Source: an optimization exercise on an open RTL-to-GDS flow (aim: small area, a short achievable clock period and few clock cycles). Production flows keep margins and buffers that such runs may drop. In this exercise RTL edits were held to simulation tests only and were not proved equivalent to the original. In runs 6 to 9 the design's own scripts or RTL, not TritonCTS, make the clock network. No driver is modelled on the clock port, so clock power and skew are understated where the tree is cut down; a real chip needs a root buffer or a tree. Power is estimated from default activity; no workload was simulated.

## flow/config.mk

```make
export PLATFORM = sky130hd
export DESIGN_NAME = frame_decoder
export DESIGN_NICKNAME = frame_decoder
export VERILOG_FILES = /design/flow/design.v
export SDC_FILE = /design/flow/constraint.sdc
export NUM_CORES = 4
export LEC_CHECK = 0
export ABC_AREA = 1
export CAP_MARGIN = 20
export CORE_MARGIN = 2
export CORE_UTILIZATION = 60
export CTS_BUF_LIST = sky130_fd_sc_hd__clkbuf_16
export CTS_CLUSTER_DIAMETER = 70
export CTS_CLUSTER_SIZE = 32
export SETUP_SLACK_MARGIN = 3.7
export SLEW_MARGIN = 20
```

## flow/constraint.sdc

```tcl
create_clock -name core_clock -period 6.0 [get_ports {clk}]
set_input_delay 1.2000 -clock core_clock [delete_from_list [all_inputs] [get_ports {clk}]]
set_output_delay 1.2000 -clock core_clock [all_outputs]
set_load 0.01 [all_outputs]
```

## flow/design.v

```verilog
module frame_decoder (
    input  wire       clk,
    input  wire       rst,
    input  wire       rx_valid,
    input  wire [7:0] rx_data,
    output wire       rx_ready,
    output reg        fr_valid,
    output reg        fr_sof,
    output reg        fr_eof,
    output reg  [7:0] fr_data,
    output reg        err_valid,
    output reg  [1:0] err_code,
    output wire [7:0] err_info
);
    localparam BUF_CAP = 128;           
    localparam N       = BUF_CAP + 2;   
    localparam VD      = 6;             
    localparam VW      = 3;             
    reg  [8*N-1:0] ring;
    wire [7:0]     rdat = ring[8*N-1 -: 8];    
    function [7:0] lf_fwd;
        input [7:0] s;
        lf_fwd = {s[6:0], s[7] ^ s[5] ^ s[4] ^ s[3]};
    endfunction
    function [7:0] lf_back;
        input [7:0] s;
        lf_back = {s[0] ^ s[6] ^ s[5] ^ s[4], s[7:1]};
    endfunction
    function [7:0] lf_steps;    
        input [7:0] s;
        input integer k;
        integer i;
        begin
            lf_steps = s;
            for (i = 0; i < k; i = i + 1) lf_steps = lf_fwd(lf_steps);
            for (i = 0; i < -k; i = i + 1) lf_steps = lf_back(lf_steps);
        end
    endfunction
    localparam [7:0] LZ    = 8'h01;                  
    localparam [7:0] LONE  = lf_steps(LZ, 1);        
    localparam [7:0] LNM1  = lf_steps(LZ, N - 1);    
    localparam [7:0] LWAIT = lf_steps(LZ, -(N - 1));  
    localparam [7:0] LONE_BACK = lf_steps(LZ, -1);     
    reg  [7:0] d;       
    reg        d0;      
    reg  [7:0] e;       
    reg        e0;      
    reg  [7:0] cnt;     
    reg        full;    
    reg        empty;   
    reg  [VD-1:0] vq;   
    reg  [VW-1:0] vcnt;
    reg           vempty, vfull;
    reg         w_size, w_sizehi, w_cmd, w_pay, w_chk;
    reg  [7:0]  acc;        
    reg  [14:0] rem;        
    reg         rem1;       
    reg         nost;       
    reg         rdy;        
    reg         r_size, r_sizehi, r_cmd, r_pay, r_chk;
    reg  [7:0]  rrem;
    reg         reof;       
    reg         rhz;        
    reg         rout;       
    assign rx_ready = rdy;
    assign err_info = acc;
    wire rd     = e0 & ~empty & ~(r_cmd & vempty);
    wire wr_ok  = d0 & (~full | rd);
    wire take   = rx_valid & rdy;
    wire nskip  = (w_pay | w_chk) & nost;
    wire wr     = w_size ? wr_ok : (take & ~nskip);
    wire [7:0] wdata = (take & ~(w_cmd & nost)) ? rx_data : 8'h00;
    wire [7:0] acc_in   = w_size ? 8'h00 : acc;
    wire [7:0] acc_next = acc_in ^ rx_data;
    wire [7:0] acc_tk   = acc_in ^ (rx_data & {8{take}});
    wire       acc_nz   = |acc_next;
    wire       dat_z    = ~|rx_data;
    wire vpush = take & w_chk & ~nost;
    wire vpop  = rd & r_cmd;
    always @(posedge clk)
        ring <= {ring[8*N-9:0], wr ? wdata : rdat};
    wire d_is1   = (d == LONE_BACK);
    wire cnt_isN1 = (cnt == LNM1);
    wire cnt_is1 = (cnt == LONE);
    wire vcnt_isF1 = (vcnt == VD - 1);
    wire vcnt_is1 = (vcnt == 1);
    wire [7:0] d_n     = d0 ? LWAIT : lf_fwd(d);
    wire       d0_n    = d0 ? wr : d_is1;
    wire [7:0] e_n     = e0 ? LWAIT : lf_fwd(e);
    wire       e0_n    = e0 ? rd : (e == LONE_BACK);
    wire       up      = wr & ~rd;
    wire       dn      = rd & ~wr;
    wire [7:0] cnt_n   = up ? lf_fwd(cnt) : dn ? lf_back(cnt) : cnt;
    wire       full_n  = up ? cnt_isN1 : dn ? 1'b0 : full;
    wire       empty_n = dn ? cnt_is1 : up ? 1'b0 : empty;
    wire       vup      = vpush & ~vpop;
    wire       vdn      = vpop & ~vpush;
    wire [VW-1:0] vcnt_n = vup ? vcnt + 1'b1 : vdn ? vcnt - 1'b1 : vcnt;
    wire       vfull_n  = vup ? vcnt_isF1 : vdn ? 1'b0 : vfull;
    wire       vempty_n = vdn ? vcnt_is1 : vup ? 1'b0 : vempty;
    wire len0   = ~nost & dat_z;                   
    wire lenbig = nost | (rx_data > BUF_CAP + 1);  
    reg  w_size_n, w_sizehi_n, w_cmd_n, w_pay_n, w_chk_n, nost_n, rem1_n;
    reg  [14:0] rem_n;
    always @* begin
        w_size_n = w_size; w_sizehi_n = w_sizehi; w_cmd_n = w_cmd;
        w_pay_n = w_pay; w_chk_n = w_chk; nost_n = nost;
        rem_n = rem; rem1_n = rem1;
        if (take) begin
            if (w_size) begin
                rem_n  = {8'd0, rx_data[6:0]};
                rem1_n = (rx_data[6:0] == 7'd1);
                nost_n = rx_data[7] & (rx_data[6:0] != 7'd0);
                if (!dat_z) begin
                    w_size_n   = 1'b0;
                    w_cmd_n    = ~rx_data[7];
                    w_sizehi_n = rx_data[7];
                end
            end
            if (w_sizehi) begin
                rem_n      = {rem[6:0], rx_data};
                rem1_n     = ~nost & (rx_data == 8'd1);
                nost_n     = lenbig;
                w_sizehi_n = 1'b0;
                w_size_n   = len0;
                w_cmd_n    = ~len0;
            end
            if (w_cmd | w_pay) begin
                rem_n   = rem - 15'd1;
                rem1_n  = (rem == 15'd2);
                w_cmd_n = 1'b0;
                w_pay_n = ~rem1;
                w_chk_n = rem1;
            end
            if (w_chk) begin
                w_chk_n  = 1'b0;
                w_size_n = 1'b1;
                nost_n   = 1'b0;
            end
        end
    end
    wire rlen_ok = rhz & (rdat != 8'h00) & (rdat <= BUF_CAP + 1);
    reg  r_size_n, r_sizehi_n, r_cmd_n, r_pay_n, r_chk_n;
    always @* begin
        r_size_n = r_size; r_sizehi_n = r_sizehi; r_cmd_n = r_cmd;
        r_pay_n = r_pay; r_chk_n = r_chk;
        if (rd) begin
            if (r_size && rdat != 8'h00) begin
                r_size_n   = 1'b0;
                r_cmd_n    = ~rdat[7];
                r_sizehi_n = rdat[7];
            end
            if (r_sizehi) begin
                r_sizehi_n = 1'b0;
                r_cmd_n    = rlen_ok;
                r_size_n   = ~rlen_ok;
            end
            if (r_cmd | r_pay) begin
                r_cmd_n = 1'b0;
                r_pay_n = ~reof;
                r_chk_n = reof;
            end
            if (r_chk) begin
                r_chk_n  = 1'b0;
                r_size_n = 1'b1;
            end
        end
    end
    function rdy_f;
        input tk;
        reg wr_t, d0_t, up_t, dn_t, full_t, empty_t, vpush_t, vup_t, vdn_t;
        reg vfull_t, vempty_t, rd_t, wrok_t, paychk_t, szm_t;
        begin
            wr_t     = w_size ? wr_ok : (tk & ~nskip);
            d0_t     = d0 ? wr_t : d_is1;
            up_t     = wr_t & ~rd;
            dn_t     = rd & ~wr_t;
            full_t   = up_t ? cnt_isN1 : dn_t ? 1'b0 : full;
            empty_t  = dn_t ? cnt_is1 : up_t ? 1'b0 : empty;
            vpush_t  = tk & w_chk & ~nost;
            vup_t    = vpush_t & ~vpop;
            vdn_t    = vpop & ~vpush_t;
            vfull_t  = vup_t ? vcnt_isF1 : vdn_t ? 1'b0 : vfull;
            vempty_t = vdn_t ? vcnt_is1 : vup_t ? 1'b0 : vempty;
            rd_t     = e0_n & ~empty_t & ~(r_cmd_n & vempty_t);
            wrok_t   = d0_t & (~full_t | rd_t);
            paychk_t = tk ? (w_cmd | w_pay) : (w_pay | w_chk);
            szm_t    = w_size | (tk & (w_sizehi | w_chk));
            rdy_f    = (nost & paychk_t) | (wrok_t & ~(vfull_t & szm_t));
        end
    endfunction
    wire rdy_n   = take ? rdy_f(1'b1) : rdy_f(1'b0);
    always @(posedge clk) begin
        if (rst) begin
            d <= LZ;  d0 <= 1'b1;
            e <= LZ;  e0 <= 1'b1;
            cnt <= LZ; full <= 1'b0; empty <= 1'b1;
            vcnt <= 0; vfull <= 1'b0; vempty <= 1'b1;
            w_size <= 1'b1; w_sizehi <= 1'b0; w_cmd <= 1'b0; w_pay <= 1'b0; w_chk <= 1'b0;
            nost <= 1'b0;
            r_size <= 1'b1; r_sizehi <= 1'b0; r_cmd <= 1'b0; r_pay <= 1'b0; r_chk <= 1'b0;
            rdy <= 1'b1;
            fr_valid <= 1'b0;
            err_valid <= 1'b0;
        end else begin
            d <= d_n;  d0 <= d0_n;
            e <= e_n;  e0 <= e0_n;
            cnt <= cnt_n; full <= full_n; empty <= empty_n;
            vcnt <= vcnt_n; vfull <= vfull_n; vempty <= vempty_n;
            w_size <= w_size_n; w_sizehi <= w_sizehi_n; w_cmd <= w_cmd_n;
            w_pay <= w_pay_n; w_chk <= w_chk_n;
            nost <= nost_n;
            r_size <= r_size_n; r_sizehi <= r_sizehi_n; r_cmd <= r_cmd_n;
            r_pay <= r_pay_n; r_chk <= r_chk_n;
            rdy <= rdy_n;
            fr_valid  <= rd & ((r_cmd & vq[0]) | (r_pay & rout));
            err_valid <= take & ((w_sizehi & len0) | (w_chk & (acc_nz | nost)));
        end
    end
    always @(posedge clk) begin
        rem  <= rem_n;
        rem1 <= rem1_n;
        acc <= (take & w_sizehi & len0) ? 8'h00 : acc_tk;
        err_code <= w_chk ? (acc_nz ? 2'd1 : 2'd3) : 2'd2;
        fr_sof   <= r_cmd;
        fr_eof   <= reof;
        fr_data  <= rdat;
    end
    always @(posedge clk) begin : vfifo
        integer i;
        for (i = 0; i < VD; i = i + 1) begin
            if (vpop) begin
                if (vpush && vcnt == i + 1)
                    vq[i] <= ~acc_nz;
                else if (i < VD - 1)
                    vq[i] <= vq[i+1];
            end else if (vpush && vcnt == i)
                vq[i] <= ~acc_nz;
        end
    end
    always @(posedge clk) begin
        if (rd) begin
            if (r_size) begin
                rrem <= {1'b0, rdat[6:0]};
                reof <= (rdat[6:0] == 7'd1);
                rhz  <= (rdat[6:0] == 7'd0);
            end
            if (r_sizehi) begin
                rrem <= rdat;
                reof <= (rdat == 8'd1);
            end
            if (r_cmd | r_pay) begin
                rrem <= rrem - 8'd1;
                reof <= (rrem == 8'd2);
            end
            if (r_cmd)
                rout <= vq[0];
        end
    end
endmodule
```

## flow/run.sh

```bash
#!/bin/bash
# synth_recipe.tcl (not shown) runs the flow's synth.tcl, then flattens the netlist and writes it again
# the make line also repeats each setting of config.mk as NAME=value (left out here)
make -C /OpenROAD-flow-scripts/flow DESIGN_CONFIG=/design/flow/config.mk WORK_HOME=/design/flow/orfs CLKGATE_MAP_FILE= SYNTH_SCRIPT=/design/flow/synth_recipe.tcl finish
```

==> reports/qor.yml, run 1 <==
synth.distinct_cells: 48
cts_made_buffers: 45
syn_nets: 1734
end_kind: "primary output"
post_drt_wl_per_cell_um: 12.9
finClkSkew_ps: 19.8
synth_edf_count: 29
tightest_slew_ps: 660
crit_required_ps: 4800
drt_iter0_drc: 563
cts.sinks: 1140
viasPerCell: 4.49
crit_cells: 1
io_pins: 34
ys_top_cells_by_area: "dfxtp_1 (86%), edfxtp_1 (3.4%), nand2_1 (1.7%), inv_1 (1.4%), nor2_1 (1.3%)"
r2r_slack_ps: 3960
grt_antenna_before_repair: 0
p_int_uw: 10000
r2r_cells: 12
final_cell_mix: "dfxtp_1 (1,095), nand2_1 (115), inv_1 (90)"
relSlewSlack_pct: 56.0
pwr-share-comb_pct: 3.9
power.share.sequential_pct: 67.3
post-dp-hpwl_um: 17600
p_switching_uw: 2650
cp-startpoint: "fr_sof"
finalMaxSlewViolations: 0
synth_warnings: 1
grt_use_total_pct: 14.1
hold_slack_ps: 325
cpPeakStageDelay_ps: 400
finalCriticalPeriod_ps: 2290
fmax_mhz: 436
areaGrowthSynthToFinish_pct: 10.2
synthCells: 1709
start_util_pct: 60.5
cp.arrival_ps: 1090
n_antenna_cell: 0
power.leakage_uw: 0.0117
root_buffer: "clkbuf_16"
cp-endpoint: "fr_sof"
setup-violations-final: 0
drc_errors: 0
vias: 10742
h-tree-depth: 2
totalPowerFinal_uw: 12700
ys_async_sr_fraction_pct: 0
finalSetupTns_ps: 0
yosys.area.top_type: "dfxtp_1"
synth_seq_area_share_pct: 89.1
yosysTopAreaCellShare_pct: 85.8
drive_above_1_share_pct: 9.34
grt_pass1_vias: 10281
clk_pin_slew_ps: 100
grt.overflow.total: 0
timing.rr.start: "r_cmd"
grt_max_degree: 34
max-clock-path-buffers: 3
hold_class: "reg2reg"
cts_tree: "built"
p_sw_share_pct: 21.0
die_w_um: 212
path_cells: "buf_6"
hold_viol_final: 0
core_um2: 42900
cp_top_family: "flip-flops"
hold_path_depth: 0
finalNetCount: 1822
layout_commonest_cell: "dfxtp_1"
powerDensity_nw_per_um2: 443
critPathKind: "reg2out"
ctsHoldBuffers: 0
syn_avg_cell_area_um2: 15.2
ys.flop_type: "dfxtp_1"
cpMaxStageDelayCell: "dfxtp_4"
ant_nets: 0
die_h_um: 212
synth-seq-cells: 1140
critPathMaxFanout: 1
r2r_end: "rdy"
firstDrtPassIters: 5
cap_violations: 0
netlist_area_um2: 25900
wl_um: 30900
outcome: "complete, no violations"
crit_buf_inv: 1
insertion_delay_ps: 610
grt_first_pass_wirelength_um: 50800
rsz0062_at_grt: "yes"
io_buffers: 33
place.gp.congestion: 0.796
critPathLaunchType: "flip-flop"
row_count: 76
period_share_pct: 38.2
peakVddDrop_uv: 352
p_clk_share_pct: 28.9
dieArea_um2: 44900
## power by group through the flow
stage                     sequential, uW  combinational, uW  clock (uW)
after floorplan                     8610                351           0
after global placement              8680                445           0
after detailed placement            8690                452           0
after CTS                           8530                469        3810
after global routing                8600                560        4060
final                               8520                491        3650
## metrics by stage
stage	cell area, um^2	setup slack, ps	util (%)	instances
2_1_floorplan	26000	3570	-	1709
3_3_place_gp	27000	2660	62.9	2313
3_5_place_dp	27000	2670	62.9	2313
4_1_cts	28400	3650	66.3	2386
5_1_grt	28600	3650	66.6	2395
6_report	28600	3710	66.6	2395
## synth_stat cells (all sizes together) (2+ instances only)
master / n
o211ai: 3
nand3: 32
dfxtp: 1111
a31oi: 8
xnor2: 7
o22ai: 3
or2: 3
o21ai: 70
a22oi: 2
a21oi: 36
nor2: 95
ha: 14
nand4: 3
o31ai: 2
inv: 102
edfxtp: 29
a221oi: 2
clkbuf: 11
nand2: 123
nor4: 3
xor2: 16
a211oi: 5
buf: 5
nor3: 12
## per-layer routing
metal / up-vias / part of all wire [%] / track usage, %
li1: 5509 / - / -
met1: 4992 / 53 / 21.5
met2: 174 / 39 / 19.6
met3: 67 / 4.5 / 3.32
met4: 0 / 3.1 / 5.56
met5: - / 0 / 0
## timing repair
item                       CTS  global route
buffers inserted            13             9
pin swaps                    8             5
resized for setup          134            25
setup endpoints to repair   47            40
## worst register-to-register path, stage by stage (launching register included)
cell	delay (ps)
dfxtp_2	380
nor2_2	360
clkinv_1	380
nor2_1	180
nand2_1	70
nand2_1	120
nand3_1	80
nand2_1	80
nand2_1	60
nand2_1	60
nand2_1	50
nand2_1	50
nand2_1	70
## kinds of logic (layout without fill, tap and decap cells)
family          Yosys count  count (layout)  share of synthesized area (%)
simple gates            273             273                           4.52
compound gates          140             140                           3.07
buf+inv                 119             220                           1.81
fa+ha+maj                14              14                          0.676
flops                  1140            1140                           89.1
xor+xnor                 23              23                          0.777
## layout make-up
type	count	area [um^2]
multi-input cells	450	2460
well taps	585	732
fillers	3089	14300
repair buffers	57	477
clock inverters	14	213
clock buffers	46	1150
inverters	103	395
flip-flops and latches	1140	23100
## sequential cells by signal (all words and copies together), names as in the netlist, 2 cells and up
| register | count |
|---|---|
| ring | 1040 |
| rem | 15 |
| acc | 8 |
| cnt | 8 |
| d | 8 |
| e | 8 |
| fr_data | 8 |
| rrem | 8 |
| vq | 6 |
| vcnt | 3 |
| err_code | 2 |
## worst min path at each step
| stage | from | to |
|---|---|---|
| floorplan | ring[992] | ring[1000] |
| global placement | ring[952] | ring[960] |
| detailed placement | ring[108] | ring[116] |
| CTS | ring[455] | ring[463] |
| global route | ring[285] | ring[293] |
| finish | ring[285] | ring[293] |
Testbench counts, summed over its fixed seeds: cycles 25,007.
==> run 2, diff against run 1 <==
--- a/flow/config.mk
+++ b/flow/config.mk
@@ -12,5 +12,5 @@
 export CTS_BUF_LIST = sky130_fd_sc_hd__clkbuf_16
 export CTS_CLUSTER_DIAMETER = 70
 export CTS_CLUSTER_SIZE = 32
-export SETUP_SLACK_MARGIN = 3.7
+export SETUP_SLACK_MARGIN = 3.6
 export SLEW_MARGIN = 20
==> reports/qor.yml, run 2 <==
hold_class: "reg2reg"
clk_pin_slew_ps: 110
setup-violations-final: 0
ys_async_sr_fraction_pct: 0
vias: 10664
critPathMaxFanout: 1
grt_max_degree: 34
layout_commonest_cell: "dfxtp_1"
power.leakage_uw: 0.0116
rsz0062_at_grt: "no"
hold_viol_final: 0
io_buffers: 33
finalNetCount: 1815
grt_use_total_pct: 14.0
row_count: 76
syn_avg_cell_area_um2: 15.2
largest_reg_flops: 1040
grt.overflow.total: 0
synth-seq-cells: 1140
synth_edf_count: 29
final_cell_mix: "dfxtp_1 (1,098), nand2_1 (116), inv_1 (95)"
relSlewSlack_pct: 36.2
period_share_pct: 39.0
viasPerCell: 4.46
cts.sinks: 1140
cp_top_family: "flip-flops"
reg_top3: "ring: 1040 flops, rem: 15 flops"
synth_seq_area_share_pct: 89.1
netlist_area_um2: 25900
regMostFlops: "ring"
ys.flop_type: "dfxtp_1"
synth_warnings: 1
cp.arrival_ps: 1140
io_pins: 34
yosys.area.top_type: "dfxtp_1"
areaGrowthSynthToFinish_pct: 9.69
synthCells: 1709
critPathKind: "reg2out"
finClkSkew_ps: 16.4
powerDensity_nw_per_um2: 443
outcome: "complete, no violations"
finalMaxSlewViolations: 0
tightest_slew_ps: 957
timing.rr.start: "r_cmd"
cap_violations: 0
hp-start: "ring[200]"
cts_made_buffers: 45
crit_buf_inv: 1
drc_errors: 0
totalPowerFinal_uw: 12600
drive_above_1_share_pct: 8.26
yosysTopAreaCellShare_pct: 85.8
r2r_slack_ps: 3800
critPathLaunchType: "flip-flop"
synth.most_common_cell: "dfxtp_1"
die_h_um: 212
root_buffer: "clkbuf_16"
wl_um: 30700
ys_top_cells_by_area: "dfxtp_1 (86%), edfxtp_1 (3.4%), nand2_1 (1.7%), inv_1 (1.4%), nor2_1 (1.3%)"
path_cells: "clkdlybuf4s15_2"
place.gp.congestion: 0.799
ant_nets: 0
post-dp-hpwl_um: 17800
cts_tree: "built"
h-tree-depth: 2
grt_first_pass_wirelength_um: 50500
core_um2: 42900
finalSetupTns_ps: 0
grt_antenna_before_repair: 1
grt_pass1_vias: 10335
start_util_pct: 60.5
cpPeakStageDelay_ps: 330
finalCriticalPeriod_ps: 2340
crit_required_ps: 4800
dieArea_um2: 44900
syn_nets: 1734
post_drt_wl_per_cell_um: 12.9
end_kind: "primary output"
insertion_delay_ps: 600
firstDrtPassIters: 5
cpMaxStageDelayCell: "dfxtp_1"
fmax_mhz: 427
cp-startpoint: "err_code[0]"
max-clock-path-buffers: 3
drt_iter0_drc: 633
synth.distinct_cells: 48
peakVddDrop_uv: 311
synth_common_cells: "dfxtp_1 (1,111), nand2_1 (119), inv_1 (98)"
die_w_um: 212
==> run 2: cell counts after synthesis <==
Identical to the previous run, type by type.
==> run 2: stage by stage <==
stage / instances / cell area, um^2 / hold slack, ps / utilization [%] / setup slack [ps]
global placement: 2313 / 27000 / 310 / 62.9 / 2670
finish: 2389 / 28400 / 321 / 66.3 / 3660
detailed placement: 2313 / 27000 / 312 / 62.9 / 2670
global route: 2388 / 28400 / 314 / 66.3 / 3600
floorplan: 1709 / 26000 / 310 / - / 3570
CTS: 2379 / 28400 / 320 / 66.1 / 3540
==> run 2: path summary, 6_finish.rpt <==
check	to	cells after the start
worst max-delay path	err_code[0]	1
worst min-delay path	ring[208]	0
worst max register to register	cnt[7]	13
worst min register to register	ring[208]	0
==> run 2: final cells by class <==
type | count | area, um^2
sequential | 1140 | 23100
clock inverter | 14 | 183
antenna | 1 | 2.50
clock buffer | 46 | 1150
tap | 585 | 732
timing repair buffer | 50 | 413
multi-input combinational | 450 | 2430
fill | 3114 | 14400
inverter | 103 | 398
==> run 2: what timing repair did <==
item,4_1_cts,5_1_grt
setup endpoints to repair,52,32
cloned,0,0
gates resized for setup,88,32
pin swaps,1,7
setup buffers,6,8
hold buffers,0,0
==> run 2: power by group <==
part | total [uW] | internal [uW] | switching (uW) | leakage (uW)
logic | 482 | 186 | 296 | 0.00154
registers | 8520 | 8310 | 207 | 0.00940
clock network | 3610 | 1460 | 2150 | 0.000659
==> run 2: logic make-up after synthesis <==
family	after synthesis	share of synthesized area (%)
buf+inv	119	1.81
xor+xnor	23	0.777
fa+ha+maj	14	0.676
simple gates	273	4.52
flops	1140	89.1
compound gates	140	3.07
==> run 2: metal layers <==
metal,GRT usage (%),share of wire (%)
met1,21.2,54
met2,19.7,39
met3,3.17,3.8
met4,5.00,2.7
met5,0,0
==> run 3, diff against run 2 <==
--- a/flow/config.mk
+++ b/flow/config.mk
@@ -8,9 +8,9 @@
 export ABC_AREA = 1
 export CAP_MARGIN = 20
 export CORE_MARGIN = 2
-export CORE_UTILIZATION = 60
+export CORE_UTILIZATION = 66
 export CTS_BUF_LIST = sky130_fd_sc_hd__clkbuf_16
 export CTS_CLUSTER_DIAMETER = 70
 export CTS_CLUSTER_SIZE = 32
-export SETUP_SLACK_MARGIN = 3.6
+export SETUP_SLACK_MARGIN = 3.9
 export SLEW_MARGIN = 20
==> reports/qor.yml, run 3 <==
clk_pin_slew_ps: 110
regMostFlops: "ring"
syn_nets: 1734
setup-violations-final: 0
hold_class: "reg2reg"
die_w_um: 202
crit_buf_inv: 1
worst_slack_ps: 3730
drc_errors: 0
viasPerCell: 4.65
pre_cts_ws_ps: 2690
synth_common_cells: "dfxtp_1 (1,111), nand2_1 (119), inv_1 (98)"
end_kind: "primary output"
areaGrowthSynthToFinish_pct: 9.95
h-tree-depth: 2
grt_antenna_before_repair: 0
grt_use_total_pct: 15.7
place_inst: 2246
synth_seq_area_share_pct: 89.1
die_h_um: 202
finalMaxSlewViolations: 0
ys_async_sr_fraction_pct: 0
drive_above_1_share_pct: 10.3
wl_um: 31200
powerDensity_nw_per_um2: 439
reg_top3: "ring: 1040 flops, rem: 15 flops"
insertion_delay_ps: 590
tightest_slew_ps: 1020
cts_made_buffers: 43
timing.rr.start: "r_cmd"
power.leakage_uw: 0.0116
outcome: "complete, no violations"
cap_violations: 0
post-dp-hpwl_um: 17400
grt_pass1_vias: 10457
grt_first_pass_wirelength_um: 51800
start_util_pct: 66.9
hp-start: "ring[243]"
post_drt_wl_per_cell_um: 13.4
cts_tree: "built"
finalNonFillerCells: 2330
critPathLaunchType: "flip-flop"
finalCriticalPeriod_ps: 2270
ys.flop_type: "dfxtp_1"
fmax_mhz: 440
period_share_pct: 37.9
yosysTopAreaCellShare_pct: 85.8
cp.arrival_ps: 1070
n_antenna_cell: 0
synthCells: 1709
peakVddDrop_uv: 354
cpMaxStageDelayCell: "dfxtp_2"
synth_warnings: 1
relSlewSlack_pct: 31.6
grt.overflow.total: 0
totalPowerFinal_uw: 12500
row_count: 72
cp_top_family: "flip-flops"
ys_top_cells_by_area: "dfxtp_1 (86%), edfxtp_1 (3.4%), nand2_1 (1.7%), inv_1 (1.4%), nor2_1 (1.3%)"
synth.distinct_cells: 48
rsz0062_at_grt: "yes"
synth.most_common_cell: "dfxtp_1"
path_cells: "buf_6"
grt_max_degree: 34
ant_nets: 0
syn_avg_cell_area_um2: 15.2
critPathKind: "reg2out"
place.gp.congestion: 0.849
finalNetCount: 1827
largest_reg_flops: 1040
cpPeakStageDelay_ps: 380
io_buffers: 33
cp-startpoint: "fr_sof"
layout_commonest_cell: "dfxtp_1"
core_um2: 38700
finalSetupTns_ps: 0
critPathMaxFanout: 1
crit_required_ps: 4800
final_cell_mix: "dfxtp_1 (1,089), nand2_1 (116), inv_1 (91)"
io_pins: 34
vias: 10823
root_buffer: "clkbuf_16"
yosys.area.top_type: "dfxtp_1"
drt_iter0_drc: 662
netlist_area_um2: 25900
dieArea_um2: 40900
cts.sinks: 1140
synth-seq-cells: 1140
synth_edf_count: 29
firstDrtPassIters: 5
hold_viol_final: 0
max-clock-path-buffers: 3
finClkSkew_ps: 20.3
## run 3: metrics by stage
stage / area, um^2 / util (%) / hold WS (ps)
finish: 28500 / 73.6 / 319
global route: 28500 / 73.6 / 337
CTS: 28300 / 73.2 / 328
detailed placement: 26900 / 69.6 / 312
global placement: 26900 / 69.6 / 310
floorplan: 26000 / - / 310
## run 3: metal layers
layer / wire length (um) / vias up / global-route usage, % / part of all wire, %
li1: - / 5517 / - / -
met2: 12400 / 177 / 22.0 / 40
met1: 16400 / 5089 / 24.2 / 53
met5: 0 / - / 0 / 0
met3: 1840 / 40 / 4.13 / 5.9
met4: 560 / 0 / 4.14 / 1.8
## run 3: layout make-up
cell class | instances | area (um^2)
Tap cell | 518 | 648
Clock inverter | 10 | 109
Inverter | 103 | 418
Clock buffer | 45 | 1130
Fill cell | 2513 | 10200
Multi-Input combinational cell | 450 | 2500
Sequential cell | 1140 | 23100
Timing Repair Buffer | 64 | 553
## run 3: cells by family (layout without fill, tap and decap cells)
logic type               after synthesis  in the layout  share of synthesized area, %
adder cells (fa/ha/maj)               14             14                         0.676
AND/OR/NAND/NOR                      273            273                          4.52
XOR/XNOR                              23             23                         0.777
AO/OA/AOI/OAI                        140            140                          3.07
buffers and inverters                119            222                          1.81
flip-flops                          1140           1140                          89.1
## run 3: timing repair
action,4_1_cts,5_1_grt
pin swaps,6,7
hold buffers,0,0
setup buffers,16,13
setup endpoints to repair,95,70
resized for setup,147,35
gates cloned,0,0
## run 3: worst paths after layout
check	to	slack, ps	cells past startpoint
setup reg to reg	rrem[3]	4060	6
hold reg to reg	ring[251]	320	0
setup / recovery	fr_sof	3730	1
hold / removal	ring[251]	320	0
## run 3: power by group
| group | leakage, uW | total (uW) | internal (uW) | switching (uW) |
|---|---|---|---|---|
| Combinational | 0.00161 | 519 | 212 | 307 |
| Sequential | 0.00940 | 8520 | 8310 | 212 |
| Clock | 0.000615 | 3460 | 1390 | 2070 |
==> run 4, diff against run 3 <==
--- a/flow/config.mk
+++ b/flow/config.mk
@@ -8,9 +8,10 @@
 export ABC_AREA = 1
 export CAP_MARGIN = 20
 export CORE_MARGIN = 2
-export CORE_UTILIZATION = 66
+export CORE_UTILIZATION = 60
 export CTS_BUF_LIST = sky130_fd_sc_hd__clkbuf_16
 export CTS_CLUSTER_DIAMETER = 70
 export CTS_CLUSTER_SIZE = 32
-export SETUP_SLACK_MARGIN = 3.9
+export PLACE_DENSITY = 0.75
+export SETUP_SLACK_MARGIN = 3.7
 export SLEW_MARGIN = 20
==> reports/qor.yml, run 4 <==
setup-violations-final: 0
powerDensity_nw_per_um2: 440
drc_errors: 0
max-clock-path-buffers: 3
highest_layer: "met4"
timing.rr.start: "r_cmd"
synth.most_common_cell: "dfxtp_1"
ys_async_sr_fraction_pct: 0
hold_path_depth: 0
final_cell_mix: "dfxtp_1 (1,093), nand2_1 (116), inv_1 (95)"
yosysTopAreaCellShare_pct: 85.8
grt_pass1_vias: 10879
io_pins: 34
finalMaxSlewViolations: 0
synth.distinct_cells: 48
grt_antenna_before_repair: 0
finalCriticalPeriod_ps: 2310
die_h_um: 212
synth_edf_count: 29
hold_viol_final: 0
route.met3.wl_um: 1600
power.leakage_uw: 0.0115
r2r_end: "cnt[7]"
n_fill_cell: 2894
largest_reg_flops: 1040
post_drt_wl_per_cell_um: 14.6
finalSetupTns_ps: 0
r2r_cells: 16
finClkSkew_ps: 20.4
utilization_pct: 66.0
yosys.area.top_type: "dfxtp_1"
relSlewSlack_pct: 37.7
fmax_mhz: 432
rsz0062_at_grt: "yes"
ys.flop_type: "dfxtp_1"
synth-seq-cells: 1140
critPathKind: "reg2out"
drt-met1-wl_um: 17100
ys_top_cells_by_area: "dfxtp_1 (86%), edfxtp_1 (3.4%), nand2_1 (1.7%), inv_1 (1.4%), nor2_1 (1.3%)"
regMostFlops: "ring"
root_buffer: "clkbuf_16"
insertion_delay_ps: 600
cap_violations: 0
areaGrowthSynthToFinish_pct: 9.24
totalPowerFinal_uw: 12500
cts_made_buffers: 42
syn_avg_cell_area_um2: 15.2
grt_first_pass_wirelength_um: 56700
firstDrtPassIters: 5
end_kind: "primary output"
peakVddDrop_uv: 243
tightest_slew_ps: 930
synthCells: 1709
grt_use_total_pct: 16.1
clk_pin_slew_ps: 110
hold_class: "reg2reg"
crit_buf_inv: 1
cp_top_family: "flip-flops"
vias: 10854
viasPerCell: 4.55
cpMaxStageDelayCell: "dfxtp_4"
met2_length_um: 15300
dieArea_um2: 44900
post-dp-hpwl_um: 19600
reg_top3: "ring: 1040 flops, rem: 15 flops"
regArea_um2: 23200
cts.sinks: 1140
grt.overflow.total: 0
io_buffers: 33
period_share_pct: 38.6
grt_max_degree: 34
finalNetCount: 1815
cp.arrival_ps: 1110
path_cells: "buf_6"
wl_um: 34800
layout_commonest_cell: "dfxtp_1"
crit_required_ps: 4800
place.gp.congestion: 0.831
critPathMaxFanout: 1
ant_nets: 0
core_um2: 42900
syn_nets: 1734
drive_above_1_share_pct: 8.18
h-tree-depth: 2
netlist_area_um2: 25900
n_antenna_cell: 0
row_count: 76
min_to: "ring[450]"
critPathLaunchType: "flip-flop"
r2r_slack_ps: 3880
cpPeakStageDelay_ps: 410
start_util_pct: 60.5
cts_tree: "built"
synth_common_cells: "dfxtp_1 (1,111), nand2_1 (119), inv_1 (98)"
drt_iter0_drc: 790
synth_warnings: 1
synth_seq_area_share_pct: 89.1
multi_input_area_um2: 2420
outcome: "complete, no violations"
hp-start: "ring[442]"
die_w_um: 212
[run 4: cell types whose count changed in the layout (fill, tap and decap cells not counted), sizes merged]
cell / delta
buf: -11
clkbuf: -7
dlygate4sd2: +7
clkdlybuf4s15: -4
clkinvlp: -2
dlymetal6s2s: +2
inv: +1
[run 4: through the flow]
stage | cell area, um^2 | cells | hold WS [ps] | worst slack [ps]
after floorplan | 26000 | 1709 | 310 | 3570
after global placement | 27000 | 2313 | 311 | 2670
after detailed placement | 27000 | 2313 | 312 | 2690
after CTS | 28200 | 2375 | 322 | 3620
after global routing | 28300 | 2383 | 326 | 3630
final | 28300 | 2383 | 326 | 3690
[run 4: power breakdown]
part / total (uW) / switching, uW / internal [uW]
Combinational: 501 / 306 / 195
Clock: 3410 / 2080 / 1330
Sequential: 8560 / 243 / 8310
[run 4: worst max-delay path by stage]
| stage | slack (ps) | start | cells after the start | endpoint |
|---|---|---|---|---|
| 5_1_grt | 3630 | err_valid | 1 | err_valid |
| 2_1_floorplan | 3570 | rx_valid | 12 | cnt[7] |
| 3_5_place_dp | 2690 | rx_valid | 12 | cnt[7] |
| 6_report | 3690 | err_code[1] | 1 | err_code[1] |
| 4_1_cts | 3620 | rdy | 1 | rx_ready |
| 3_3_place_gp | 2670 | rx_valid | 12 | cnt[7] |
[run 4: layout make-up]
type,instances,area share (%)
clock buffers,43,3.80
clock inverters,9,0.287
flip-flops and latches,1140,81.8
repair buffers,53,1.62
well taps,585,2.58
inverters,103,1.40
multi-input cells,450,8.55
[run 4: kinds of logic after synthesis]
kind of cell | synth area share (%)
adders and majority gates | 0.676
xor gates and xnor gates | 0.777
buffers and inverters | 1.81
AOI/OAI and AO/OA | 3.07
and+or+nand+nor | 4.52
DFF | 89.1
[run 4: routing by layer]
layer	global-route usage, %	up-vias
li1	-	5479
met1	23.0	5133
met2	25.0	191
met3	2.91	51
met4	5.63	0
met5	0	-
[run 4: repair_timing]
item	in CTS	in global routing
resized for setup	145	13
gates cloned	0	0
hold buffers	0	0
setup buffers	10	8
setup endpoints to repair	47	42
pin swaps	7	7
==> run 5, diff against run 4 <==
--- a/flow/config.mk
+++ b/flow/config.mk
@@ -6,12 +6,12 @@
 export NUM_CORES = 4
 export LEC_CHECK = 0
 export ABC_AREA = 1
+export ABC_CLOCK_PERIOD_IN_PS = 2200
 export CAP_MARGIN = 20
 export CORE_MARGIN = 2
 export CORE_UTILIZATION = 60
 export CTS_BUF_LIST = sky130_fd_sc_hd__clkbuf_16
 export CTS_CLUSTER_DIAMETER = 70
 export CTS_CLUSTER_SIZE = 32
-export PLACE_DENSITY = 0.75
-export SETUP_SLACK_MARGIN = 3.7
+export SETUP_SLACK_MARGIN = 3.8
 export SLEW_MARGIN = 20
==> reports/qor.yml, run 5 <==
min_to: "ring[391]"
ys_async_sr_fraction_pct: 0
synth.most_common_cell: "dfxtp_1"
period_share_pct: 38.5
drc_errors: 0
crit_required_ps: 4800
crit_buf_inv: 1
h-tree-depth: 2
finalSetupTns_ps: 0
path_cells: "buf_6"
finalNonFillerCells: 2396
hp-start: "ring[383]"
relSlewSlack_pct: 29.9
viasPerCell: 4.45
regMostFlops: "ring"
layout_commonest_cell: "dfxtp_1"
grt_pass1_vias: 10379
core_um2: 42900
start_util_pct: 60.5
hold_viol_final: 0
cp_top_family: "flip-flops"
firstDrtPassIters: 5
finalCriticalPeriod_ps: 2310
yosys.area.top_type: "dfxtp_1"
grt_antenna_before_repair: 0
crit_cells: 1
cts_made_buffers: 44
tightest_slew_ps: 1050
clk_pin_slew_ps: 110
dieArea_um2: 44900
peakVddDrop_uv: 317
row_count: 76
cpPeakStageDelay_ps: 380
syn_nets: 1734
r2r_end: "rrem[6]"
cts_tree: "built"
cap_violations: 0
final_cell_mix: "dfxtp_1 (1,094), nand2_1 (116), inv_1 (92)"
r2r_slack_ps: 3980
io_buffers: 33
synth.distinct_cells: 48
wl_um: 30900
synth_seq_area_share_pct: 89.1
place.gp.congestion: 0.776
vias: 10665
drt_iter0_drc: 571
post_drt_wl_per_cell_um: 12.9
max-clock-path-buffers: 3
post-dp-hpwl_um: 17700
setup-violations-final: 0
finalMaxSlewViolations: 0
netlist_area_um2: 25900
utilization_pct: 66.5
root_buffer: "clkbuf_16"
critPathKind: "reg2out"
ant_nets: 0
worst_slack_ps: 3690
totalPowerFinal_uw: 12600
synth_edf_count: 29
power.leakage_uw: 0.0116
pre_cts_ws_ps: 2660
cts.sinks: 1140
synth_warnings: 1
ys.flop_type: "dfxtp_1"
grt_max_degree: 34
finalNetCount: 1818
grt_first_pass_wirelength_um: 51500
timing.rr.start: "r_cmd"
critPathMaxFanout: 1
critPathLaunchType: "flip-flop"
ys_top_cells_by_area: "dfxtp_1 (86%), edfxtp_1 (3.4%), nand2_1 (1.7%), inv_1 (1.4%), nor2_1 (1.3%)"
outcome: "complete, no violations"
die_h_um: 212
areaGrowthSynthToFinish_pct: 10.0
finClkSkew_ps: 33.3
synthCells: 1709
reg_top3: "ring: 1040 flops, rem: 15 flops"
synth-seq-cells: 1140
io_pins: 34
place_inst: 2313
fmax_mhz: 433
yosysTopAreaCellShare_pct: 85.8
cpMaxStageDelayCell: "dfxtp_4"
drive_above_1_share_pct: 8.96
hold_class: "reg2reg"
synth_common_cells: "dfxtp_1 (1,111), nand2_1 (119), inv_1 (98)"
r2r_cells: 6
grt.overflow.total: 0
n_fill_cell: 3123
largest_reg_flops: 1040
end_kind: "primary output"
grt_use_total_pct: 14.4
powerDensity_nw_per_um2: 441
hold_path_depth: 0
insertion_delay_ps: 610
die_w_um: 212
rsz0062_at_grt: "yes"
cp.arrival_ps: 1110
syn_avg_cell_area_um2: 15.2
run 5: cell type report:
type	instances	area [um^2]	share of cell area, %
Sequential cell	1140	23100	81.1
Multi-Input combinational cell	450	2470	8.65
Clock buffer	46	1150	4.03
Tap cell	585	732	2.57
Timing Repair Buffer	54	457	1.60
Inverter	103	408	1.43
Clock inverter	15	166	0.583
Antenna cell	3	7.51	0.0263
run 5: how the worst max path moves through the flow:
stage / startpoint / end / slack [ps]
finish: fr_sof / fr_sof / 3690
floorplan: rx_valid / cnt[7] / 3570
CTS: fr_sof / fr_sof / 3640
global placement: rx_valid / cnt[7] / 2690
global route: fr_sof / fr_sof / 3630
detailed placement: rx_valid / cnt[7] / 2660
run 5: logic make-up after synthesis:
family / share of synthesized area, %
buffers and inverters: 1.81
AO/OA/AOI/OAI: 3.07
AND/OR/NAND/NOR: 4.52
XOR/XNOR: 0.777
flip-flops: 89.1
adder cells (fa/ha/maj): 0.676
run 5: per-stage QoR:
stage | hold WS, ps | instance area [um^2]
floorplan | 310 | 26000
global placement | 310 | 27000
detailed placement | 312 | 27000
CTS | 323 | 28500
global route | 320 | 28500
finish | 321 | 28500
run 5: repair_timing:
action	CTS	global route
buffers inserted	14	5
hold buffers	0	0
endpoints found under the setup margin	71	37
resized for setup	148	7
pin swaps	7	2
endpoints found under the hold margin	0	0
run 5: metal layers:
metal,GRT usage [%],part of all wire [%],vias up
met5,0,0,-
met3,3.52,4.6,51
li1,-,-,5501
met2,20.5,39,139
met4,4.61,2.4,0
met1,21.6,54,4974
run 5: where the power goes:
| part | total [uW] | switching, uW | internal (uW) |
|---|---|---|---|
| registers | 8520 | 210 | 8310 |
| logic | 489 | 298 | 191 |
| clock network | 3560 | 2120 | 1440 |
==> run 6, diff against run 5 <==
==> flow/flow/run.sh (new file) <==
#!/bin/bash
# The standard layout, except for the clock tree: flow/pre_cts.tcl builds
# a two-level tree (clock port -> 4 root buffers -> 44 leaf buffers ->
# flip-flops) before the CTS step, in place of TritonCTS's three levels.
# The rest of the CTS step (legalisation, timing repair) runs as usual.
set -euo pipefail
here=$(pwd)
export PRE_CTS_TCL="$here/flow/pre_cts.tcl"
bash standard.sh > "$here/standard.log" 2>&1
==> flow/flow/pre_cts.tcl (new file) <==
# Runs in ORFS's CTS step, before clock_tree_synthesis. Builds a balanced
# two-level clock tree by hand and turns the clock_tree_synthesis call of the
# step into a no-op, so the step's legalisation and repair act on this tree.
# The flip-flop clock pins are split into equal clusters by recursive
# bisection of their locations; one leaf buffer per cluster sits at its
# centroid, and the leaves are split the same way among the root buffers,
# which the clock port drives directly.
set mt_nleaf 44
set mt_nroot 4
set mt_master sky130_fd_sc_hd__clkbuf_16

proc mt_split {pts k} {
  if {$k <= 1} { return [list $pts] }
  set xs [lmap p $pts {lindex $p 0}]
  set ys [lmap p $pts {lindex $p 1}]
  set dx [expr {[tcl::mathfunc::max {*}$xs] - [tcl::mathfunc::min {*}$xs]}]
  set dy [expr {[tcl::mathfunc::max {*}$ys] - [tcl::mathfunc::min {*}$ys]}]
  set idx [expr {$dx >= $dy ? 0 : 1}]
  set s [lsort -real -index $idx $pts]
  set k1 [expr {$k / 2}]
  set k2 [expr {$k - $k1}]
  set n1 [expr {int(round(double([llength $s]) * $k1 / $k))}]
  return [concat [mt_split [lrange $s 0 [expr {$n1 - 1}]] $k1] \
                 [mt_split [lrange $s $n1 end] $k2]]
}

proc mt_centroid {pts} {
  set sx 0.0
  set sy 0.0
  foreach p $pts {
    set sx [expr {$sx + [lindex $p 0]}]
    set sy [expr {$sy + [lindex $p 1]}]
  }
  set n [llength $pts]
  return [list [expr {int($sx / $n)}] [expr {int($sy / $n)}]]
}

proc mt_buffer {block m name xy net_in net_out} {
  set inst [odb::dbInst_create $block $m $name]
  $inst setLocation [lindex $xy 0] [lindex $xy 1]
  $inst setPlacementStatus PLACED
  [$inst findITerm A] connect $net_in
  [$inst findITerm X] connect $net_out
  [$inst findITerm VPWR] connect [$block findNet VDD]
  [$inst findITerm VGND] connect [$block findNet VSS]
  return $inst
}

proc mt_build {clkname nleaf nroot master} {
  set db [ord::get_db]
  set block [ord::get_db_block]
  set m [$db findMaster $master]
  set clk [$block findNet $clkname]
  set pts {}
  foreach it [$clk getITerms] {
    set bb [[$it getInst] getBBox]
    lappend pts [list [expr {([$bb xMin] + [$bb xMax]) / 2}] \
                      [expr {([$bb yMin] + [$bb yMax]) / 2}] $it]
  }
  puts "pre_cts: [llength $pts] clock sinks, $nleaf leaf buffers, $nroot root buffers"
  set leaves {}
  set i 0
  foreach c [mt_split $pts $nleaf] {
    set net [odb::dbNet_create $block "clknet_leaf_$i"]
    $net setSigType CLOCK
    foreach p $c {
      set it [lindex $p 2]
      $it disconnect
      $it connect $net
    }
    set xy [mt_centroid $c]
    lappend leaves [list [lindex $xy 0] [lindex $xy 1] $net $i]
    incr i
  }
  set j 0
  foreach g [mt_split $leaves $nroot] {
    set rnet [odb::dbNet_create $block "clknet_root_$j"]
    $rnet setSigType CLOCK
    foreach p $g {
      mt_buffer $block $m "clkbuf_leaf_[lindex $p 3]" [lrange $p 0 1] $rnet [lindex $p 2]
    }
    mt_buffer $block $m "clkbuf_root_$j" [mt_centroid $g] $clk $rnet
    incr j
  }
}

mt_build clk $mt_nleaf $mt_nroot $mt_master

rename clock_tree_synthesis tritoncts_clock_tree_synthesis
proc clock_tree_synthesis {args} {
  puts "pre_cts: clock tree already built; clock_tree_synthesis $args skipped"
  set_propagated_clock [all_clocks]
}
==> flow/standard.sh (new file) <==
#!/bin/bash
# synth_recipe.tcl (not shown) runs the flow's synth.tcl, then flattens the netlist and writes it again
# the make line also repeats each setting of config.mk as NAME=value (left out here)
make -C /OpenROAD-flow-scripts/flow DESIGN_CONFIG=/design/flow/config.mk WORK_HOME=/design/flow/orfs CLKGATE_MAP_FILE= SYNTH_SCRIPT=/design/flow/synth_recipe.tcl "${@:-finish}"
==> flow/config.mk (replaced) <==
export PLATFORM = sky130hd
export DESIGN_NAME = frame_decoder
export DESIGN_NICKNAME = frame_decoder
export VERILOG_FILES = /design/flow/design.v
export SDC_FILE = /design/flow/constraint.sdc
export NUM_CORES = 4
export LEC_CHECK = 0
export ABC_AREA = 1
export CAP_MARGIN = 20
export CORE_MARGIN = 2
export CORE_UTILIZATION = 66
export SETUP_SLACK_MARGIN = 4.0
export SLEW_MARGIN = 20
removed: flow/run.sh
==> reports/qor.yml, run 6 <==
cpPeakStageDelay_ps: 380
drive_above_1_share_pct: 12.8
grt_antenna_before_repair: 0
outcome: "complete, no violations"
worst_slack_ps: 3890
dieArea_um2: 40900
grt_pass1_vias: 10777
finalNonFillerCells: 2343
critPathMaxFanout: 2
post-dp-hpwl_um: 17400
viasPerCell: 4.63
ys.flop_type: "dfxtp_1"
synth-seq-cells: 1140
synth_common_cells: "dfxtp_1 (1,111), nand2_1 (119), inv_1 (98)"
yosysTopAreaCellShare_pct: 85.8
die_h_um: 202
end_kind: "primary output"
grt_max_degree: 27
hold_viol_final: 0
place_area_um2: 27000
final_cell_mix: "dfxtp_1 (1,089), nand2_1 (113), inv_1 (85)"
cpMaxStageDelayCell: "dfxtp_4"
core_um2: 38700
path_cells: "buf_6"
peakVddDrop_uv: 367
layout_commonest_cell: "dfxtp_1"
utilization_pct: 74.8
areaGrowthSynthToFinish_pct: 11.8
critPathLaunchType: "flip-flop"
ys_top_cells_by_area: "dfxtp_1 (86%), edfxtp_1 (3.4%), nand2_1 (1.7%), inv_1 (1.4%), nor2_1 (1.3%)"
regMostFlops: "ring"
grt_use_total_pct: 16.0
timing.rr.start: "r_cmd"
reg_top3: "ring: 1040 flops, rem: 15 flops"
power.leakage_uw: 0.0118
synth.distinct_cells: 48
syn_nets: 1734
clk_pin_slew_ps: 110
cp_top_family: "flip-flops"
n_antenna_cell: 0
finalSetupTns_ps: 0
place.gp.congestion: 0.819
io_buffers: 33
finalCriticalPeriod_ps: 2110
yosys.area.top_type: "dfxtp_1"
io_pins: 34
ys_async_sr_fraction_pct: 0
synth_seq_area_share_pct: 89.1
grt_first_pass_wirelength_um: 54000
firstDrtPassIters: 5
vias: 10847
crit_buf_inv: 1
netlist_area_um2: 25900
pre_cts_ws_ps: 2730
ctsHoldBuffers: 0
synth_warnings: 1
powerDensity_nw_per_um2: 433
tightest_slew_ps: 595
synthCells: 1709
place_inst: 2246
grt.overflow.total: 0
finalNetCount: 1852
period_share_pct: 35.2
insertion_delay_ps: 420
rsz0062_at_grt: "yes"
post_drt_wl_per_cell_um: 14.3
die_w_um: 202
critPathKind: "reg2out"
setup-violations-final: 0
wl_um: 33500
design_area_um2: 29000
ant_nets: 0
row_count: 72
synth_edf_count: 29
drt_iter0_drc: 579
hold_class: "reg2reg"
drc_errors: 0
cp.arrival_ps: 910
finClkSkew_ps: 25.6
finalMaxSlewViolations: 0
hp-start: "ring[312]"
crit_required_ps: 4800
fmax_mhz: 474
largest_reg_flops: 1040
synth.most_common_cell: "dfxtp_1"
start_util_pct: 66.9
cap_violations: 0
relSlewSlack_pct: 60.2
syn_avg_cell_area_um2: 15.2
cp-startpoint: "rdy"
-- run 6: cell counts after synthesis --
No cell type changed its count.
-- run 6: power by group --
group          switching (uW)  internal [uW]  leakage [uW]  total (uW)
clock network            1990           1440      0.000592        3430
logic                     335            256       0.00181         590
registers                 219           8310       0.00940        8530
total                    2550          10000        0.0118       12600
-- run 6: per-layer routing --
metal | GRT usage (%) | vias to the layer above | share of wire (%)
li1 | - | 5544 | -
met1 | 24.4 | 5060 | 51
met2 | 24.5 | 179 | 42
met3 | 2.82 | 64 | 4.9
met4 | 3.36 | 0 | 2.4
met5 | 0 | - | 0
-- run 6: area by class of cell --
class / instances / area, um^2
sequential: 1140 / 23100
fill: 2425 / 9750
multi-input combinational: 450 / 2750
buffer: 48 / 1200
timing repair buffer: 84 / 800
tap: 518 / 648
inverter: 103 / 448
-- run 6: path summary, 6_finish.rpt --
path	end	slack, ps	cells after the start
setup / recovery	rx_ready	3890	1
hold reg to reg	ring[320]	320	0
setup reg to reg	rdy	4010	15
hold / removal	ring[320]	320	0
-- run 6: cell families after synthesis --
logic type / share of synthesized area [%]
compound gates: 3.07
xor+xnor: 0.777
fa+ha+maj: 0.676
buf+inv: 1.81
flops: 89.1
simple gates: 4.52
-- run 6: timing repair --
item	4_1_cts	5_1_grt
buffers inserted	29	19
pin swaps	20	19
endpoints found under the setup margin	105	64
resized for setup	217	75
gates cloned	1	0
-- run 6: metrics by stage --
step                      power [uW]  hold slack (ps)
after floorplan                 8960              310
after global placement          9130              311
after detailed placement        9150              312
after CTS                      12600              329
after global routing           13000              332
final                          12600              325
==> run 7, diff against run 6 <==
--- a/flow/config.mk
+++ b/flow/config.mk
@@ -8,6 +8,6 @@
 export ABC_AREA = 1
 export CAP_MARGIN = 20
 export CORE_MARGIN = 2
-export CORE_UTILIZATION = 66
-export SETUP_SLACK_MARGIN = 4.0
+export CORE_UTILIZATION = 60
+export SETUP_SLACK_MARGIN = 3.9
 export SLEW_MARGIN = 20
==> reports/qor.yml, run 7 <==
row_count: 76
tightest_slew_ps: 1100
critPathKind: "in2reg"
ys.flop_type: "dfxtp_1"
synth_edf_count: 29
peakVddDrop_uv: 364
synth-seq-cells: 1140
grt_use_total_pct: 13.0
grt_antenna_before_repair: 0
place_area_um2: 27000
n_fill_cell: 3076
setup-violations-final: 0
pwr-share-comb_pct: 4.5
io_buffers: 33
hold_slack_ps: 326
io_pins: 34
finalNetCount: 1836
synth_seq_area_share_pct: 89.1
rsz0062_at_grt: "yes"
yosysTopAreaCellShare_pct: 85.8
design_area_um2: 28700
ys_top_cells_by_area: "dfxtp_1 (86%), edfxtp_1 (3.4%), nand2_1 (1.7%), inv_1 (1.4%), nor2_1 (1.3%)"
drive_above_1_share_pct: 10.8
grt_use_met3_pct: 1.54
powerDensity_nw_per_um2: 433
largest_reg_flops: 1040
ys_async_sr_fraction_pct: 0
clk_pin_slew_ps: 90
top_usage_layer: "met1"
cp.arrival_ps: 2430
critPathMaxFanout: 6
pre_cts_ws_ps: 2700
post-dp-hpwl_um: 16800
n_antenna_cell: 0
crit_required_ps: 6310
wl_um: 29800
hp-start: "ring[400]"
synth.distinct_cells: 48
yosys.area.top_type: "dfxtp_1"
hold_class: "reg2reg"
finalCriticalPeriod_ps: 2120
die_w_um: 212
met2_usage_pct: 17.9
start_util_pct: 60.5
outcome: "complete, no violations"
worst_slack_ps: 3880
synthCells: 1709
finalMaxSlewViolations: 0
place.gp.congestion: 0.851
power.share.sequential_pct: 68.4
relSlewSlack_pct: 26.5
drc_errors: 0
min_to: "ring[408]"
netlist_area_um2: 25900
fmax_mhz: 471
r2r_slack_ps: 3930
dieArea_um2: 44900
period_share_pct: 35.4
areaGrowthSynthToFinish_pct: 10.9
drt_iter0_drc: 653
grt_first_pass_wirelength_um: 48700
regMostFlops: "ring"
hold_path_depth: 0
firstDrtPassIters: 5
grt_max_degree: 29
vias: 10702
power.leakage_uw: 0.0117
p_int_uw: 9980
p_switching_uw: 2470
synth_common_cells: "dfxtp_1 (1,111), nand2_1 (119), inv_1 (98)"
post_drt_wl_per_cell_um: 12.4
synth_warnings: 1
reg_top3: "ring: 1040 flops, rem: 15 flops"
viasPerCell: 4.47
p_sw_share_pct: 19.8
end_kind: "flip-flop"
r2r_cells: 6
hold_viol_final: 0
finalSetupTns_ps: 0
final_cell_mix: "dfxtp_1 (1,094), nand2_1 (116), inv_1 (87)"
gr-usage-met1_pct: 21.7
grt.overflow.total: 0
core_um2: 42900
cap_violations: 0
grt_pass1_vias: 10074
synth.most_common_cell: "dfxtp_1"
insertion_delay_ps: 420
timing.rr.start: "r_cmd"
syn_nets: 1734
finClkSkew_ps: 27.5
ant_nets: 0
critPathLaunchType: "input pin"
die_h_um: 212
layout_commonest_cell: "dfxtp_1"
p_clk_share_pct: 27.1
r2r_end: "rrem[0]"
syn_avg_cell_area_um2: 15.2
==> run 7: cell counts after synthesis <==
No cell type changed its count.
==> run 7: kinds of logic after synthesis <==
family                   after synthesis  synth area share [%]
buffers and inverters                119                  1.81
AND/OR/NAND/NOR                      273                  4.52
XOR/XNOR                              23                 0.777
flip-flops                          1140                  89.1
AO/OA/AOI/OAI                        140                  3.07
adder cells (fa/ha/maj)               14                 0.676
==> run 7: worst max-delay path, cell delays in order <==
cell and delay [ps]:
buf_8 100, nand2_8 80, clkinv_8 60, o21ai_4 180
clkinv_4 80, ha_4 260, buf_4 160, buf_4 140
o21ai_1 120, inv_1 40
==> run 7: timing repair <==
item | 4_1_cts | 5_1_grt
hold buffers | 0 | 0
resized for setup | 180 | 52
setup buffers | 23 | 9
gates cloned | 0 | 1
pin swaps | 12 | 18
endpoints found under the hold margin | 0 | 0
setup endpoints to repair | 99 | 58
==> run 7: power by group through the flow <==
stage | Combinational [uW] | Sequential [uW] | Clock (uW)
detailed placement | 457 | 8680 | 0
finish | 562 | 8510 | 3380
CTS | 522 | 8530 | 3490
floorplan | 355 | 8610 | 0
global route | 630 | 8590 | 3760
global placement | 451 | 8680 | 0
==> run 7: metrics by stage <==
stage               total power, uW  utilization [%]  cells
global placement               9130             63.0   2313
floorplan                      8960                -   1709
global route                  13000             67.0   2394
detailed placement             9140             63.0   2313
finish                        12500             67.0   2394
CTS                           12500             66.3   2384
==> run 7: how the worst max path moves through the flow <==
| stage | startpoint | to | slack, ps | depth (start not counted) |
|---|---|---|---|---|
| after floorplan | rx_valid | cnt[7] | 3570 | 12 |
| after global placement | rx_valid | cnt[7] | 2730 | 12 |
| after detailed placement | rx_valid | cnt[7] | 2700 | 12 |
| after CTS | rdy | rx_ready | 3880 | 1 |
| after global routing | rx_valid | cnt[7] | 3810 | 12 |
| final | rx_valid | cnt[4] | 3880 | 10 |
==> run 7: final cells by class <==
type                            count  area [um^2]  share of cell area, %
Tap cell                          585          732                   2.55
Timing Repair Buffer               68          623                   2.17
Multi-Input combinational cell    450         2620                   9.11
Sequential cell                  1140        23100                   80.5
Inverter                          103          433                   1.51
Buffer                             48         1200                   4.18
==> run 7: routing by layer <==
layer  part of all wire, %  routed length [um]  vias to the layer above
li1                      -                   -                     5513
met1                    56               16600                     5015
met2                    38               11300                      121
met3                   3.6                1080                       53
met4                   2.6                 775                        0
met5                     0                   0                        -
==> run 8, diff against run 7 <==
--- a/flow/flow/run.sh
+++ b/flow/flow/run.sh
@@ -3,7 +3,9 @@
 # a two-level tree (clock port -> 4 root buffers -> 44 leaf buffers ->
 # flip-flops) before the CTS step, in place of TritonCTS's three levels.
 # The rest of the CTS step (legalisation, timing repair) runs as usual.
+# Port buffers are buf_2 instead of the default delay-cell buffers.
 set -euo pipefail
 here=$(pwd)
 export PRE_CTS_TCL="$here/flow/pre_cts.tcl"
+export BUFFER_PORTS_ARGS="-buffer_cell sky130_fd_sc_hd__buf_2"
 bash standard.sh > "$here/standard.log" 2>&1
==> reports/qor.yml, run 8 <==
outcome: "complete, no violations"
hold_viol_final: 0
largest_reg_flops: 1040
cpMaxStageDelayCell: "dfxtp_4"
synth_seq_area_share_pct: 89.1
grt_max_degree: 29
finClkSkew_ps: 30.7
die_h_um: 212
synth_warnings: 1
layout_commonest_cell: "dfxtp_1"
ys.flop_type: "dfxtp_1"
drive_above_1_share_pct: 11.0
regMostFlops: "ring"
finalSetupTns_ps: 0
io_pins: 34
post_drt_wl_per_cell_um: 12.4
relSlewSlack_pct: 31.7
row_count: 76
dieArea_um2: 44900
path_cells: "buf_6"
powerDensity_nw_per_um2: 434
final_cell_mix: "dfxtp_1 (1,093), nand2_1 (112), inv_1 (87), nor2_1 (87), o21ai_0 (49)"
finalNetCount: 1831
reg_top3: "ring: 1040 flops, rem: 15 flops"
setup-violations-final: 0
synth.most_common_cell: "dfxtp_1"
power.share.sequential_pct: 68.5
worst_slack_ps: 3870
tightest_slew_ps: 1020
critPathMaxFanout: 1
syn_nets: 1734
ys_async_sr_fraction_pct: 0
synth_edf_count: 29
n_fill_cell: 3095
core_um2: 42900
grt_use_total_pct: 13.4
cp_top_family: "flip-flops"
finalMaxSlewViolations: 0
clk_pin_slew_ps: 110
finalCriticalPeriod_ps: 2130
cpPeakStageDelay_ps: 400
ctsHoldBuffers: 0
top_usage_layer: "met1"
place.gp.congestion: 0.810
grt_first_pass_wirelength_um: 50400
crit_required_ps: 4800
n_antenna_cell: 0
ant_nets: 0
ys_top_cells_by_area: "dfxtp_1 (86%), edfxtp_1 (3.4%), nand2_1 (1.7%), inv_1 (1.4%), nor2_1 (1.3%)"
grt_pass1_vias: 10284
areaGrowthSynthToFinish_pct: 10.4
synth-xor-area-share_pct: 0.777
synth-compound-area-share_pct: 3.07
p_clk_share_pct: 27.1
syn_avg_cell_area_um2: 15.2
cp.arrival_ps: 930
met2_usage_pct: 18.7
insertion_delay_ps: 420
rsz0062_at_grt: "yes"
crit_buf_inv: 1
critPathLaunchType: "flip-flop"
multi_input_area_um2: 2600
synth_top_family_by_area: "simple AND/OR/NAND/NOR gates"
yosys.area.top_type: "dfxtp_1"
vias: 10747
peakVddDrop_uv: 265
end_kind: "primary output"
power.leakage_uw: 0.0116
synth.distinct_cells: 48
drc_errors: 0
p_sw_share_pct: 19.8
period_share_pct: 35.5
pre_cts_ws_ps: 3150
hold_class: "reg2reg"
gr-usage-met1_pct: 22.0
grt_antenna_before_repair: 0
fmax_mhz: 470
pwr-share-comb_pct: 4.3
start_util_pct: 60.5
viasPerCell: 4.50
critPathKind: "reg2out"
netlist_area_um2: 25900
p_int_uw: 9970
die_w_um: 212
cap_violations: 0
io_buffers: 33
regArea_um2: 23100
wl_um: 29700
p_switching_uw: 2460
grt_use_met3_pct: 1.93
grt.overflow.total: 0
muxShareOfSynthArea_pct: 0
synthCells: 1709
firstDrtPassIters: 6
yosys.area_share.simple_pct: 4.52
synth_common_cells: "dfxtp_1 (1,111), nand2_1 (119), inv_1 (98)"
synth-seq-cells: 1140
drt_iter0_drc: 683
synthAdderAreaFrac_pct: 0.676
yosysTopAreaCellShare_pct: 85.8
post-dp-hpwl_um: 16700
## run 8: cell counts after synthesis
No cell type changed its count.
## run 8: area by class of cell
type                            instances  share of cell area (%)
Tap cell                              585                    2.56
Buffer                                 48                    4.20
Sequential cell                      1140                    80.8
Multi-Input combinational cell        450                    9.08
Timing Repair Buffer                   63                    1.86
Inverter                              103                    1.49
## run 8: logic make-up after synthesis
logic type,after synthesis
compound gates,140
buf+inv,119
simple gates,273
fa+ha+maj,14
flops,1140
xor+xnor,23
## run 8: routing by layer
| metal | vias up | wire, um | share of wire [%] |
|---|---|---|---|
| li1 | 5505 | - | - |
| met5 | - | 0 | 0 |
| met1 | 5023 | 16400 | 55 |
| met3 | 44 | 1270 | 4.3 |
| met2 | 175 | 11400 | 38 |
| met4 | 0 | 709 | 2.4 |
## run 8: power by group through the flow
stage | clock network (uW) | logic, uW | registers, uW
6_report | 3370 | 539 | 8520
5_1_grt | 3780 | 606 | 8600
4_1_cts | 3490 | 498 | 8530
3_5_place_dp | 0 | 443 | 8680
3_3_place_gp | 0 | 433 | 8680
2_1_floorplan | 0 | 355 | 8610
## run 8: stage by stage
stage | instances | cell area, um^2 | power, uW | util [%] | hold WS [ps]
floorplan | 1709 | 26000 | 8960 | - | 310
global placement | 2312 | 26900 | 9110 | 62.6 | 310
detailed placement | 2312 | 26900 | 9130 | 62.6 | 312
CTS | 2374 | 28300 | 12500 | 66.0 | 327
global route | 2389 | 28600 | 13000 | 66.8 | 336
finish | 2389 | 28600 | 12400 | 66.8 | 322
## run 8: final timing paths
path | startpoint | endpoint | slack (ps) | depth (start not counted)
min | ring[5] | ring[13] | 320 | 0
min reg2reg | ring[5] | ring[13] | 320 | 0
max reg2reg | r_cmd | cnt[7] | 4010 | 16
max | fr_sof | fr_sof | 3870 | 1
## run 8: what timing repair did
item                       CTS  global route
pin swaps                    4            12
resized for setup           38            55
setup buffers               14            15
setup endpoints to repair   42            62
==> run 9, diff against run 8 <==
--- a/flow/config.mk
+++ b/flow/config.mk
@@ -11,3 +11,4 @@
 export CORE_UTILIZATION = 60
 export SETUP_SLACK_MARGIN = 3.9
 export SLEW_MARGIN = 20
+export TNS_END_PERCENT = 5
==> reports/qor.yml, run 9 <==
outcome: "complete, no violations"
yosys.area.top_type: "dfxtp_1"
cpMaxStageDelayCell: "dfxtp_1"
finalMaxSlewViolations: 0
cap_violations: 0
grt_pass1_vias: 10117
tightest_slew_ps: 997
relSlewSlack_pct: 33.2
grt_max_degree: 29
cpPeakStageDelay_ps: 410
ys_async_sr_fraction_pct: 0
powerDensity_nw_per_um2: 439
grt_antenna_before_repair: 1
synth.most_common_cell: "dfxtp_1"
insertion_delay_ps: 430
drt_iter0_drc: 579
die_h_um: 212
finalCriticalPeriod_ps: 2190
r2r_slack_ps: 3930
synth_warnings: 1
crit_required_ps: 4800
final_cell_mix: "dfxtp_1 (1,108), nand2_1 (114), inv_1 (95)"
cp-startpoint: "fr_eof"
synthCells: 1709
setup-violations-final: 0
row_count: 76
vias: 10590
hold_viol_final: 0
rsz0062_at_grt: "yes"
fmax_mhz: 456
syn_avg_cell_area_um2: 15.2
path_cells: "buf_2"
synth_edf_count: 29
drive_above_1_share_pct: 7.88
finClkSkew_ps: 34.9
synth_seq_area_share_pct: 89.1
utilization_pct: 65.8
drc_errors: 0
grt.overflow.total: 0
dieArea_um2: 44900
ant_nets: 0
period_share_pct: 36.5
yosysTopAreaCellShare_pct: 85.8
synth-seq-cells: 1140
regMostFlops: "ring"
ys_top_cells_by_area: "dfxtp_1 (86%), edfxtp_1 (3.4%), nand2_1 (1.7%), inv_1 (1.4%), nor2_1 (1.3%)"
largest_reg_flops: 1040
wl_um: 29900
clk_pin_slew_ps: 90
finalNetCount: 1817
reg_top3: "ring: 1040 flops, rem: 15 flops"
power.leakage_uw: 0.0115
synth_common_cells: "dfxtp_1 (1,111), nand2_1 (119), inv_1 (98)"
cp.arrival_ps: 990
areaGrowthSynthToFinish_pct: 8.79
post_drt_wl_per_cell_um: 12.6
firstDrtPassIters: 5
finalNonFillerCells: 2375
ys.flop_type: "dfxtp_1"
grt_use_total_pct: 13.2
netlist_area_um2: 25900
viasPerCell: 4.46
finalSetupTns_ps: 0
io_buffers: 33
synth.distinct_cells: 48
cp-endpoint: "fr_eof"
timing.rr.start: "w_size"
critPathKind: "reg2out"
core_um2: 42900
r2r_cells: 8
critPathLaunchType: "flip-flop"
start_util_pct: 60.5
critPathMaxFanout: 1
grt_first_pass_wirelength_um: 49600
syn_nets: 1734
die_w_um: 212
crit_cells: 1
cp_top_family: "flip-flops"
n_antenna_cell: 0
hold_class: "reg2reg"
place.gp.congestion: 0.814
place_inst: 2312
r2r_end: "vq[5]"
crit_buf_inv: 1
layout_commonest_cell: "dfxtp_1"
io_pins: 34
peakVddDrop_uv: 311
end_kind: "primary output"
post-dp-hpwl_um: 17300
[run 9: cell families after synthesis]
logic type                 after synthesis  synth area share [%]
xor gates and xnor gates                23                 0.777
and+or+nand+nor                        273                  4.52
DFF                                   1140                  89.1
buffers and inverters                  119                  1.81
adders and majority gates               14                 0.676
AOI/OAI and AO/OA                      140                  3.07
[run 9: how the worst min path moves through the flow]
stage,to,cells past startpoint,slack (ps),startpoint
after floorplan,ring[1000],0,310,ring[992]
after global placement,ring[443],0,310,ring[435]
after detailed placement,ring[1004],0,310,ring[996]
after CTS,ring[102],0,320,ring[94]
after global routing,ring[451],0,330,ring[443]
final,ring[451],0,310,ring[443]
[run 9: timing repair]
action                     in CTS  in global routing
setup endpoints to repair      53                 60
pin swaps                       0                  5
buffers inserted                4                 11
gates resized for setup        10                 15
hold buffers                    0                  0
[run 9: stage by stage]
step / hold slack, ps / setup WS (ps) / total power [uW] / area [um^2]
3_3_place_gp: 311 / 3130 / 9110 / 26800
2_1_floorplan: 310 / 3570 / 8960 / 26000
4_1_cts: 319 / 3680 / 12500 / 28100
3_5_place_dp: 312 / 3110 / 9120 / 26800
5_1_grt: 326 / 3770 / 12900 / 28200
6_report: 314 / 3810 / 12400 / 28200
[run 9: area by class of cell]
cell class              count  area (um^2)
plain buffers              48         1200
well taps                 585          732
fillers                  3089        14700
multi-input cells         450         2460
flip-flops and latches   1140        23100
inverters                 103          395
repair buffers             49          298
[run 9: routing by layer]
layer	track usage (%)	part of all wire, %	vias to the layer above
met2	18.8	38	136
met4	3.45	2.6	0
met3	1.69	4.0	58
met5	0	0	-
li1	-	-	5483
met1	21.4	55	4913
[run 9: power by group]
part	switching (uW)	leakage [uW]	internal [uW]
Clock	1970	0.000592	1440
Sequential	206	0.00940	8310
Combinational	293	0.00151	181

Re-timed with assumed drivers on the ports (clkbuf_16 on the clock, buf_2 on other inputs), run 9 has 3.694 ns of setup slack against 3.809 ns with ideal ports, and 3.437 ns once port delays also move by the mid clock arrival of 0.521 ns.
